What follows belongs to an exercise in optimizing a design on an open flow for small area, a short achievable clock period and few clock cycles per item; a production flow would make more cautious choices.
The RTL was checked by simulation tests, not by an equivalence proof against the original design.
Power is estimated from default activity; no workload was simulated.

**flow/config.mk**
```make
export PLATFORM = sky130hd
export DESIGN_NAME = bigreg_muldiv
export DESIGN_NICKNAME = bigreg_muldiv
export VERILOG_FILES = /design/flow/design.v
export SDC_FILE = /design/flow/constraint.sdc
export NUM_CORES = 4
export LEC_CHECK = 0
export CAP_MARGIN = 20
export CORE_MARGIN = 2
export CORE_UTILIZATION = 40
export SLEW_MARGIN = 20
```
**flow/constraint.sdc**
```tcl
create_clock -name core_clock -period 10.0 [get_ports {clk}]
set_input_delay 2.0000 -clock core_clock [delete_from_list [all_inputs] [get_ports {clk}]]
set_output_delay 2.0000 -clock core_clock [all_outputs]
set_load 0.01 [all_outputs]
```
**flow/design.v**
```verilog
module bigreg_muldiv (
    input  wire         clk,
    input  wire         rst,       
    input  wire         start,     
    input  wire         op,        
    input  wire [127:0] a,         
    input  wire [127:0] b,         
    output wire         ready,
    output reg          done,
    output wire [255:0] result
);
    localparam OP_MUL = 1'b0;
    localparam OP_DIV = 1'b1;
    reg         busy;
    reg         op_r;
    reg [8:0]   count;       
    reg [127:0] opnd;        
    reg [255:0] acc;         
    reg [127:0] rem;         
    assign ready  = !busy;
    assign result = acc;
    wire [128:0] mul_sum = {1'b0, acc[255:128]} + (acc[0] ? {1'b0, opnd} : 129'd0);
    wire [128:0] div_shift = {rem, acc[255]};
    wire [129:0] div_diff  = {1'b0, div_shift} - {2'b00, opnd};
    wire         div_fits  = !div_diff[129];
    always @(posedge clk) begin
        if (rst) begin
            busy  <= 1'b0;
            done  <= 1'b0;
            count <= 9'd0;
        end else begin
            done <= 1'b0;
            if (!busy) begin
                if (start) begin
                    busy  <= 1'b1;
                    op_r  <= op;
                    opnd  <= b;
                    rem   <= 128'd0;
                    if (op == OP_MUL) begin
                        acc   <= {128'd0, a};
                        count <= 9'd128;
                    end else begin
                        acc   <= {a, 128'd0};
                        count <= 9'd256;
                    end
                end
            end else begin
                if (op_r == OP_MUL) begin
                    acc <= {mul_sum, acc[127:1]};
                end else begin
                    acc <= {acc[254:0], div_fits};
                    if (div_fits)
                        rem <= div_diff[127:0];
                    else
                        rem <= div_shift[127:0];
                end
                count <= count - 9'd1;
                if (count == 9'd1) begin
                    busy <= 1'b0;
                    done <= 1'b1;
                end
            end
        end
    end
endmodule
```
**flow/run.sh**
```bash
#!/bin/bash
# synth_recipe.tcl (not shown) runs the flow's synth.tcl, then flattens the netlist and writes it again
# the make line also repeats each setting of config.mk as NAME=value (left out here)
make -C /OpenROAD-flow-scripts/flow DESIGN_CONFIG=/design/flow/config.mk WORK_HOME=/design/flow/orfs CLKGATE_MAP_FILE= SYNTH_SCRIPT=/design/flow/synth_recipe.tcl finish
```
==> results.yml, run 1 <==
floorplanning:
  die_h_um: 322
  coreArea_um2: 100000
  die_area_um2: 103000
  start_util_pct: 40.3
  ios: 518
  rows: 116
  die_width_um: 322
worst_hold_path:
  hp-class: "reg -> reg"
  min_to: "count[4]$_SDFFE_PP0N_"
  hp-start: "count[4]$_SDFFE_PP0N_"
  worstHoldPathCells: 2
clock_network:
  cts_setup_buffers: 0
  cts-root-buf: "clkbuf_16"
  cts_tree: "done"
  cts_buffers: 67
  clock_latency_ns: 0.66
  cts_sinks: 524
  cts_resized: 0
  cts_max_level: 3
  ctsLongestPathBuffers: 3
  clk_pin_slew_worst_paths_ns: 0.06
  hold_buffers: 0
synth:
  netlist_area_um2: 40300
  syn-num-nets: 5152
  ys_seq_area_share_pct: 38.7
  synth_top_area_cell: "edfxtp_1"
  synth.distinct_cells: 98
  synth.yosys.warnings: 1
  yosys-top-cells-area: "edfxtp_1, ha_1, a21oi_1"
  synth_edf_count: 513
  avgSynthCellArea_um2: 8.71
  synth_cells: 4632
  synth_top_flop_cell: "edfxtp_1"
  synth_top_area_share_pct: 38.2
  ys_seq_elements: 524
  async_reset_ff_share_pct: 0
sta:
  grt_setup_unrepaired: "false"
  finalClockSkew_ns: 0.0346
  slew_headroom_pct: 22.7
  finalSetupTns_ns: 0
  drv_slew: 0
  hold_violations: 0
  max_freq_mhz: 171
  tightest_slew_ns: 1.15
  fin_crit_ns: 5.86
  fin_crit_sh_pct: 58.6
  setup_violations: 0
  worst_slack_ns: 4.14
pwr:
  switching_share_pct: 33.7
  pwr-share-seq_pct: 37.6
  combPwrFrac_pct: 28.4
  peakVddDrop_mv: 0.0979
  p_leak_nw: 18.9
  p_int_mw: 4.92
  switchingPower_mw: 2.50
  p_per_area_nw_per_um2: 154
  clkPwrFrac_pct: 34.0
status:
  outcome: "finished clean"
worst_setup_path:
  end_kind: "flop"
  r2r-start: "acc[0]$_DFFE_PP_"
  crit_slowest_cell: "o21ai_0"
  cp_common_cell: "o21ai_0"
  arrival_ns: 6.24
  worstPathRequired_ns: 10.38
  r2r-end: "acc[240]$_DFFE_PP_"
  r2r_setup_slack_ns: 4.14
  worstSetupPathType: "reg -> reg"
  critPathMaxFanout: 76
  crit_path_start_kind: "flop"
  r2r_cells: 16
  cp_cell_sequence: "buf_4 -> and2_1 -> ha_1 -> a21oi_1 -> nor3b_1 -> o21ai_0 -> o21ai_0 -> a21bo_2 -> a41oi_1 -> o21ai_0 -> a41o_1 -> a31oi_1 -> o21bai_1 -> a21oi_1 -> xor2_1 -> o21ai_0"
  cpPeakStageDelay_ns: 0.98
detailed_routing:
  drtPass1Iterations: 6
  viasPerCell: 5.86
  drtIter0Drc: 3590
  wl_mm: 156
  wl_per_cell_um: 24.7
  dr_total_vias: 37100
  drc: 0
  route.antenna.remaining_nets: 0
placement:
  gp_congestion: 1.01
  dp_hpwl_mm: 121
  io_buffers: 517
  post-place-ws_ns: 4.21
layout:
  nNetsFinal: 5483
  areaGrowthSynthToFinish_pct: 19.7
  drive_gt1_share_pct: 3.83
grt:
  grt_util_all_layers_pct: 29.2
  antenna_found_initial: 5
  grt_first_pass_wirelength_mm: 230
  grt_overflow_total: 0
  grt_pass1_vias: 35800
  grt_max_degree: 108
job:
  cap_violations: 0
-- cells in the final DEF (no fill, tap or decap), drive strengths merged, types with 9 or more instances in the layout --
master         instances
a211oi                26
a21boi                15
a21o                 134
a21oi                551
a221oi                12
a22oi                 67
a31oi                 39
and2                 143
and3                   9
and4                  13
buf                   27
clkbuf                82
clkdlybuf4s50        517
clkinv                23
dfxtp                 11
edfxtp               513
ha                   258
inv                  214
mux2i                133
nand2                682
nand2b                20
nand3                 49
nand4                122
nor2                 272
nor2b                 27
nor3                  59
nor4                  15
o211ai                19
o21a                  42
o21ai                462
o21bai                67
o31ai                 20
o41ai                 10
or3                   17
xnor2                141
xor2                  99
-- state kept, by name, summed over array words and instances, names as in the netlist --
register and count:
acc 256, busy 1, op_r 1, rem 128, done 1, count 9
opnd 128
-- synth_stat cells (14+ instances only) --
cell      instances
nand2_1         678
a21oi_1         547
edfxtp_1        513
o21ai_0         448
nor2_1          270
ha_1            258
inv_1           207
clkbuf_1        201
xnor2_1         141
and2_1          139
mux2i_1         133
a21o_1          132
nand4_1         121
xor2_1           99
a22oi_1          67
o21bai_1         67
nor3_1           57
nand3_1          48
o21a_1           42
a31oi_1          37
buf_2            34
nor2b_1          27
a211oi_1         23
nand2b_1         20
o31ai_1          19
o211ai_1         18
clkbuf_8         17
nor4_1           15
or3_1            15
o21ai_1          14
-- worst max-delay path by stage --
stage / start / to / slack (ns)
floorplan: start / acc[0]$_DFFE_PP_ / 0.75
detailed placement: acc[0]$_DFFE_PP_ / acc[252]$_DFFE_PP_ / 4.21
finish: acc[0]$_DFFE_PP_ / acc[240]$_DFFE_PP_ / 4.14
global placement: acc[0]$_DFFE_PP_ / acc[252]$_DFFE_PP_ / 4.25
global route: acc[0]$_DFFE_PP_ / acc[226]$_DFFE_PP_ / 3.72
CTS: acc[0]$_DFFE_PP_ / acc[252]$_DFFE_PP_ / 4.19
-- per-stage QoR --
| step | total power [mW] | utilization (%) | hold WS (ns) | area [µm²] | std cells |
|---|---|---|---|---|---|
| floorplan | 4.14 | - | 0.444 | 40300 | 4632 |
| global placement | 4.90 | 46.0 | 0.454 | 46000 | 6192 |
| CTS | 7.45 | 48.3 | 0.469 | 48300 | 6315 |
| detailed placement | 4.90 | 46.0 | 0.460 | 46000 | 6192 |
| finish | 7.42 | 48.3 | 0.466 | 48300 | 6319 |
| global route | 7.76 | 48.3 | 0.499 | 48300 | 6316 |
-- critical path: cells and delay by family (launching register included) --
family	cells	cell delay [ns]
adder cells (fa/ha/maj)	1	0.18
flip-flops	1	0.32
AO/OA/AOI/OAI	11	3.76
AND/OR/NAND/NOR	2	0.52
XOR/XNOR	1	0.21
buffers and inverters	1	0.57
-- per-layer routing --
metal | part of all wire (%) | global-route usage, % | vias to the layer above | wire, µm
met5 | 0.0071 | 0 | - | 11
met4 | 3.9 | 11.4 | 2 | 6090
met3 | 7.6 | 4.82 | 230 | 11800
met2 | 46 | 47.7 | 1422 | 72000
met1 | 42 | 38.7 | 17900 | 65800
li1 | - | - | 17500 | -
-- final cells by class --
cell class | instances | area [µm²]
Inverter | 207 | 785
Multi-Input combinational cell | 3619 | 22600
Antenna cell | 4 | 10.0
Fill cell | 9679 | 51700
Sequential cell | 524 | 15600
Clock inverter | 41 | 439
Tap cell | 1298 | 1620
Timing Repair Buffer | 544 | 5380
Clock buffer | 82 | 1790
-- cells by family (layout without fill, tap and decap cells) --
kind of cell,Yosys count,in the layout,synth area share (%)
other cells,0,4,0
simple gates,1452,1452,16.6
mux,135,135,3.37
compound gates,1532,1532,22.7
fa+ha+maj,260,260,8.10
xor+xnor,240,240,5.21
buf+inv,489,874,5.30
flops,524,524,38.7
-- power groups by stage --
stage / combinational, mW / sequential [mW] / clock (mW)
floorplan: 1.33 / 2.81 / 0
global placement: 2.07 / 2.83 / 0
detailed placement: 2.07 / 2.83 / 0
CTS: 2.09 / 2.79 / 2.58
global route: 2.30 / 2.80 / 2.65
finish: 2.11 / 2.79 / 2.53
Testbench counts, summed over its fixed seeds: cycles 75,912, items 384.
==> run 2, diff against run 1 <==
==> flow/design.v (replaced) <==
module bigreg_muldiv (
    input  wire         clk,
    input  wire         rst,       
    input  wire         start,     
    input  wire         op,        
    input  wire [127:0] a,         
    input  wire [127:0] b,         
    output wire         ready,
    output reg          done,
    output wire [255:0] result
);
    reg         busy;
    reg         op_r;        
    reg         lead;        
    reg [8:0]   cnt;         
    reg [127:0] opnd;        
    reg [255:0] acc;
    reg [128:0] rem;         
    assign ready  = !busy;
    assign result = acc;
    wire sign = rem[128];
    wire mbit = acc[255];
    wire [128:0] ax  = op_r ? {rem[127:0], acc[255]} : {1'b0, acc[126:0], 1'b0};
    wire [128:0] ay  = op_r ? ({1'b0, opnd} ^ {129{~sign}}) : ({1'b0, opnd} & {129{mbit}});
    wire         cin = op_r & ~sign;
    wire [128:0] sum = ax + ay + {128'd0, cin};
    wire bz = ~|opnd;
    wire q  = ~sum[128] | bz;
    wire [127:0] above;      
    assign above[127] = 1'b0;
    genvar j;
    generate
        for (j = 0; j < 127; j = j + 1) begin : g_above
            assign above[j] = |opnd[127:j+1];
        end
    endgenerate
    wire [135:0] dx     = {rem[127:0], acc[255:248]};
    wire         dsmall = ~|dx[135:128] & ~|(dx[127:0] & ~above);
    wire more8 = |cnt[8:3];
    wire skip  = more8 & (op_r ? (lead & dsmall & ~bz & ~sign) : ~|acc[255:248]);
    wire [8:0] cnt_n = cnt - (skip ? 9'd8 : 9'd1);
    always @(posedge clk) begin
        if (rst) begin
            busy <= 1'b0;
            done <= 1'b0;
        end else begin
            done <= 1'b0;
            if (!busy) begin
                busy <= start;
            end else if (cnt_n == 9'd0) begin
                busy <= 1'b0;
                done <= 1'b1;
            end
        end
        if (!busy) begin
            op_r <= op;
            opnd <= b;
            lead <= 1'b1;
            cnt  <= op ? 9'd256 : 9'd128;
            acc  <= {a, 128'd0};
            rem  <= 129'd0;
        end else begin
            cnt <= cnt_n;
            if (skip) begin
                acc <= {acc[247:0], 8'd0};
                rem <= {rem[120:0], acc[255:248]};
            end else begin
                lead <= 1'b0;
                rem  <= sum;
                if (op_r)
                    acc <= {acc[254:0], q};
                else
                    acc <= {acc[254:127] + {127'd0, sum[128]}, sum[127:0]};
            end
        end
    end
endmodule
--- a/flow/config.mk
+++ b/flow/config.mk
@@ -8,4 +8,5 @@
 export CAP_MARGIN = 20
 export CORE_MARGIN = 2
 export CORE_UTILIZATION = 40
+export SETUP_SLACK_MARGIN = 4.5
 export SLEW_MARGIN = 20
==> results.yml, run 2 <==
clock_network:
  cts_sinks: 526
  cts_tree: "done"
  cts_buffers: 67
  clock_latency_ns: 0.63
  clk_pin_slew_worst_paths_ns: 0.06
  cts-root-buf: "clkbuf_16"
  ctsLongestPathBuffers: 3
  cts_max_level: 3
grt:
  grt_overflow_total: 0
  grt_pass1_vias: 36000
  antenna_found_initial: 13
  grt_first_pass_wirelength_mm: 238
  grt_util_all_layers_pct: 33.6
  grt_max_degree: 123
synth:
  async_reset_ff_share_pct: 0
  synth.yosys.warnings: 1
  yosys-top-cells-area: "dfxtp_1, edfxtp_1, mux2_2"
  syn-num-nets: 4925
  synth_top_area_share_pct: 22.0
  ys_seq_area_share_pct: 32.7
  synth_edf_count: 129
  ys_seq_elements: 526
  synth_cells: 4531
  synth_commonest_cells: "nor2_1, nand2_1, a21oi_1"
  avgSynthCellArea_um2: 7.99
  yosysMostFrequentCell: "nor2_1"
  synth_top_flop_cell: "dfxtp_1"
  netlist_area_um2: 36200
  synth.distinct_cells: 87
  synth_top_area_cell: "dfxtp_1"
worst_setup_path:
  worstPathRequired_ns: 10.51
  r2r_cells: 35
  crit_path_start_kind: "flop"
  crit_slowest_cell: "edfxtp_1"
  end_kind: "flop"
  cpPeakStageDelay_ns: 0.44
  cp_common_cell: "nand4_1"
  arrival_ns: 7.21
  worstSetupPathType: "reg -> reg"
  critPathMaxFanout: 7
layout:
  stdcell_count: 6246
  drive_gt1_share_pct: 15.1
  largest_reg_flops: 256
  final_util_pct: 52.7
  nNetsFinal: 5404
  final_common_cell: "nor2_1"
  regMostFlops: "acc"
  final_cell_area_um2: 47400
  areaGrowthSynthToFinish_pct: 31.0
  mostFrequentLayoutCells: "nor2_1, clkdlybuf4s50_1, nand2_1"
  top_regs: "acc x256, rem x129, opnd x128"
  num-fill-cells: 8565
pwr:
  peakVddDrop_mv: 0.175
  p_leak_nw: 17.9
  p_per_area_nw_per_um2: 263
  total_power_mw: 12.5
placement:
  placed_cells: 5987
  io_buffers: 517
  post-place-ws_ns: 1.66
  dp_hpwl_mm: 122
  gp_congestion: 1.03
  placed_area_um2: 42200
floorplanning:
  die_h_um: 305
  die_area_um2: 92900
  ios: 518
  coreArea_um2: 89900
  rows: 110
  die_width_um: 305
  start_util_pct: 40.3
sta:
  tightest_slew_ns: 1.15
  slew_headroom_pct: 22.9
  finalClockSkew_ns: 0.0285
  drv_slew: 0
  hold_violations: 0
  worst_slack_ns: 3.30
  grt_setup_unrepaired: "true"
  whs_ns: 0.456
  setup_violations: 0
  fin_crit_sh_pct: 67.0
  finalSetupTns_ns: 0
  fin_crit_ns: 6.70
  max_freq_mhz: 149
detailed_routing:
  route.antenna.remaining_nets: 0
  viasPerCell: 6.02
  drtIter0Drc: 4259
  drc: 0
  dr_total_vias: 37600
  wl_mm: 163
  drtPass1Iterations: 6
  wl_per_cell_um: 26.2
job:
  cap_violations: 0
status:
  outcome: "finished clean"
worst_hold_path:
  hp-class: "reg -> reg"
  worstHoldPathCells: 2
[run 2: cell types whose count changed in the layout (fill, tap and decap cells not counted), sizes merged, moves of 134 or more]
cell,delta
nand2,-151
dfxtp,+386
mux2,+243
edfxtp,-384
buf,+134
nor2,+301
a21oi,-138
[run 2: kinds of logic after synthesis]
logic type | synth area share [%]
adder cells (fa/ha/maj) | 4.68
multiplexers | 8.95
flip-flops | 32.7
AO/OA/AOI/OAI | 18.5
buffers and inverters | 4.36
AND/OR/NAND/NOR | 21.5
XOR/XNOR | 9.29
[run 2: worst paths after layout]
path                                   startpoint                end  slack (ns)
worst min-delay path            lead$_SDFFE_PN1N_  lead$_SDFFE_PN1N_        0.46
worst max-delay path               op_r$_DFFE_PN_   acc[244]$_DFF_P_        3.30
worst min register to register  lead$_SDFFE_PN1N_  lead$_SDFFE_PN1N_        0.46
worst max register to register     op_r$_DFFE_PN_   acc[244]$_DFF_P_        3.30
[run 2: metal layers]
layer / track usage (%) / share of wire, %
met5: 0 / 0.072
met4: 15.2 / 5.1
met3: 5.90 / 8.0
met2: 54.3 / 46
met1: 43.8 / 41
[run 2: report_power, final]
| group | switching (mW) | internal [mW] | leakage, nW |
|---|---|---|---|
| clock | 1.04 | 1.44 | 1.09 |
| combinational | 3.75 | 2.62 | 12.3 |
| sequential | 0.897 | 2.71 | 4.58 |
| total | 5.69 | 6.77 | 17.9 |
[run 2: layout make-up]
type                            instances  area (µm²)  share of cell area [%]
Antenna cell                            6        15.0                  0.0317
Clock buffer                           90        1890                    3.98
Clock inverter                         33         318                   0.671
Inverter                               88         350                   0.739
Multi-Input combinational cell       3644       24500                    51.6
Sequential cell                       526       11800                    25.0
Tap cell                             1176        1470                    3.10
Timing Repair Buffer                  683        7060                    14.9
[run 2: timing repair]
item	CTS	global route
hold buffers	0	0
setup buffers	87	33
setup endpoints to repair	379	163
gates resized for setup	294	174
pin swaps	79	66
cloned	10	0
[run 2: worst max-delay path: cells and delay by family (launching register included)]
kind	cells	cell delay [ns]
compound gates	9	1.69
xor+xnor	3	0.47
fa+ha+maj	4	0.82
buf+inv	6	0.76
flops	1	0.44
mux	1	0.27
simple gates	12	2.09
Testbench counts of run 2, summed over its fixed seeds: cycles 47,996, items 384.
==> run 3, diff against run 2 <==
--- a/flow/config.mk
+++ b/flow/config.mk
@@ -8,5 +8,4 @@
 export CAP_MARGIN = 20
 export CORE_MARGIN = 2
 export CORE_UTILIZATION = 40
-export SETUP_SLACK_MARGIN = 4.5
 export SLEW_MARGIN = 20
==> results.yml, run 3 <==
worst_setup_path:
  crit_path_start_kind: "flop"
  r2r-end: "acc[236]$_DFF_P_"
  worstPathRequired_ns: 10.51
  worstSetupPathType: "reg -> reg"
  critPathMaxFanout: 187
  cpPeakStageDelay_ns: 0.74
  arrival_ns: 9.45
  r2r_cells: 29
  crit_slowest_cell: "nor4_2"
  end_kind: "flop"
  crit_buf_inv: 3
  r2r_setup_slack_ns: 1.07
  critPathTopFamily: "compound AO/OA/AOI/OAI gates"
  r2r-start: "op_r$_DFFE_PN_"
  cp_common_cell: "a21oi_1"
sta:
  finalClockSkew_ns: 0.0259
  fin_crit_ns: 8.93
  hold_violations: 0
  grt_setup_unrepaired: "false"
  max_freq_mhz: 112
  finalSetupTns_ns: 0
  whs_ns: 0.441
  slew_headroom_pct: 17.9
  fin_crit_sh_pct: 89.3
  drv_slew: 0
  tightest_slew_ns: 1.23
  setup_violations: 0
detailed_routing:
  wl_mm: 156
  viasPerCell: 5.92
  dr_total_vias: 36200
  drtPass1Iterations: 6
  drtIter0Drc: 3429
  drc: 0
  wl_per_cell_um: 25.6
  route.antenna.remaining_nets: 0
worst_hold_path:
  min_to: "lead$_SDFFE_PN1N_"
  hp-start: "lead$_SDFFE_PN1N_"
  hp-class: "reg -> reg"
  worstHoldPathCells: 2
synth:
  synth_top_area_share_pct: 22.0
  avgSynthCellArea_um2: 7.99
  synth_commonest_cells: "nor2_1, nand2_1, a21oi_1"
  ys_seq_area_share_pct: 32.7
  synth_cells: 4531
  netlist_area_um2: 36200
  yosys-top-cells-area: "dfxtp_1, edfxtp_1, mux2_2"
  yosysMostFrequentCell: "nor2_1"
  async_reset_ff_share_pct: 0
  synth_top_area_cell: "dfxtp_1"
  synth.yosys.warnings: 1
  synth.distinct_cells: 87
  synth_edf_count: 129
  ys_seq_elements: 526
  syn-num-nets: 4925
  synth_top_flop_cell: "dfxtp_1"
grt:
  grt_max_degree: 212
  grt_util_all_layers_pct: 32.3
  grt_pass1_vias: 34700
  grt_overflow_total: 0
  antenna_found_initial: 8
  grt_first_pass_wirelength_mm: 228
floorplanning:
  die_area_um2: 92900
  coreArea_um2: 89900
  rows: 110
  ios: 518
  die_h_um: 305
  die_width_um: 305
  start_util_pct: 40.3
layout:
  mostFrequentLayoutCells: "nor2_1, nand2_1, clkdlybuf4s50_1"
  areaGrowthSynthToFinish_pct: 22.0
  final_common_cell: "nor2_1"
  drive_gt1_share_pct: 8.74
  nNetsFinal: 5274
  regMostFlops: "acc"
  stdcell_count: 6113
  largest_reg_flops: 256
  final_util_pct: 49.1
  top_regs: "acc x256, rem x129, opnd x128"
clock_network:
  clock_latency_ns: 0.64
  cts_buffers: 66
  clk_pin_slew_worst_paths_ns: 0.06
  cts-root-buf: "clkbuf_16"
  hold_buffers: 0
  cts_sinks: 526
  cts_setup_buffers: 0
  ctsLongestPathBuffers: 3
  cts_resized: 0
  cts_max_level: 3
  cts_tree: "done"
pwr:
  p_leak_nw: 16.4
  total_power_mw: 11.9
  p_per_area_nw_per_um2: 271
  peakVddDrop_mv: 0.198
placement:
  dp_hpwl_mm: 121
  placed_cells: 5988
  gp_congestion: 0.988
  io_buffers: 517
status:
  outcome: "finished clean"
job:
  cap_violations: 0
-- run 3: changes by cell type in the layout (fill, tap and decap cells not counted), sizes merged --
cell	previous run	this run
inv	93	92
bufinv	4	3
nor2	573	570
buf	161	40
diode	6	4
bufbuf	5	0
clkbuf	90	96
clkinv	23	17
-- run 3: cell type report --
cell class	instances	area, µm²
antenna	4	10.0
clock buffer	96	1890
clock inverter	25	254
fill	8889	45700
inverter	88	343
multi-input combinational	3641	22800
sequential	526	11800
tap	1176	1470
timing repair buffer	557	5530
-- run 3: worst max-delay path by stage --
stage	cells past startpoint	slack (ns)	endpoint	startpoint
floorplan	33	2.50	acc[240]$_DFF_P_	op_r$_DFFE_PN_
global placement	32	1.15	acc[244]$_DFF_P_	op_r$_DFFE_PN_
detailed placement	32	1.10	acc[236]$_DFF_P_	op_r$_DFFE_PN_
CTS	32	1.01	acc[236]$_DFF_P_	op_r$_DFFE_PN_
global route	32	0.43	acc[228]$_DFF_P_	op_r$_DFFE_PN_
finish	29	1.07	acc[236]$_DFF_P_	op_r$_DFFE_PN_
-- run 3: cells by family (layout without fill, tap and decap cells) --
| group | Yosys count | count (layout) | share of synthesized area, % |
|---|---|---|---|
| adders and majority gates | 134 | 134 | 4.68 |
| DFF | 526 | 526 | 32.7 |
| AOI/OAI and AO/OA | 1135 | 1135 | 18.5 |
| buffers and inverters | 364 | 766 | 4.36 |
| and+or+nand+nor | 1695 | 1695 | 21.5 |
| muxes | 293 | 293 | 8.95 |
| xor gates and xnor gates | 384 | 384 | 9.29 |
| other | 0 | 4 | 0 |
-- run 3: stage by stage --
stage          worst slack [ns]  cell area (µm²)
2_1_floorplan              2.50            36200
3_3_place_gp               1.15            42000
3_5_place_dp               1.10            42000
4_1_cts                    1.01            44100
5_1_grt                   0.429            44100
6_report                   1.07            44100
-- run 3: tightest hold or removal path, delay by kind of cell (launching register included) --
kind             cells  cell delay (ns)
flip-flops           1             0.31
AND/OR/NAND/NOR      2             0.09
-- run 3: layer usage --
layer  global-route usage, %  wire (µm)  up-vias
met5                       0         70        -
met4                    12.7       6990        8
met3                    5.54      11400      337
met2                    52.7      71000     1648
met1                    42.5      66800    17300
li1                        -          -    16900
-- run 3: report_power, final --
part / internal, mW / total (mW) / switching (mW)
Sequential: 2.71 / 3.58 / 0.871
Clock: 1.40 / 2.41 / 1.01
Combinational: 2.39 / 5.95 / 3.56

-- afterwards: timing with drivers on the ports --
No port has a modelled driver above. Below, the same layouts with a new extraction and two added sets of constraints.
Step 1 assumes that a clkbuf_16 drives the clock port and a buf_2 every other input.
Step 2 adds t to the input delays and takes it off the output delays; t is the mean of the earliest and latest rising clock arrival at the registers after step 1. Input paths then give back, and output paths get back, about the clock's delay inside the block.
Slacks: ideal ports / drivers / drivers and shift; pairs: ideal ports / drivers.
| run | t, ns | slack for setup (ns) | latest minus earliest clock arrival (ns) | pins driven straight from the clock port |
|---|---|---|---|---|
| run 1 | 0.710 | 4.136 / 4.136 / 4.136 | 0.034 / 0.035 | 1 |
| run 2 | 0.688 | 3.300 / 3.300 / 3.300 | 0.029 / 0.029 | 1 |
| run 3 | 0.701 | 1.067 / 1.067 / 1.067 | 0.025 / 0.026 | 1 |
After both steps every run listed still meets setup and hold.
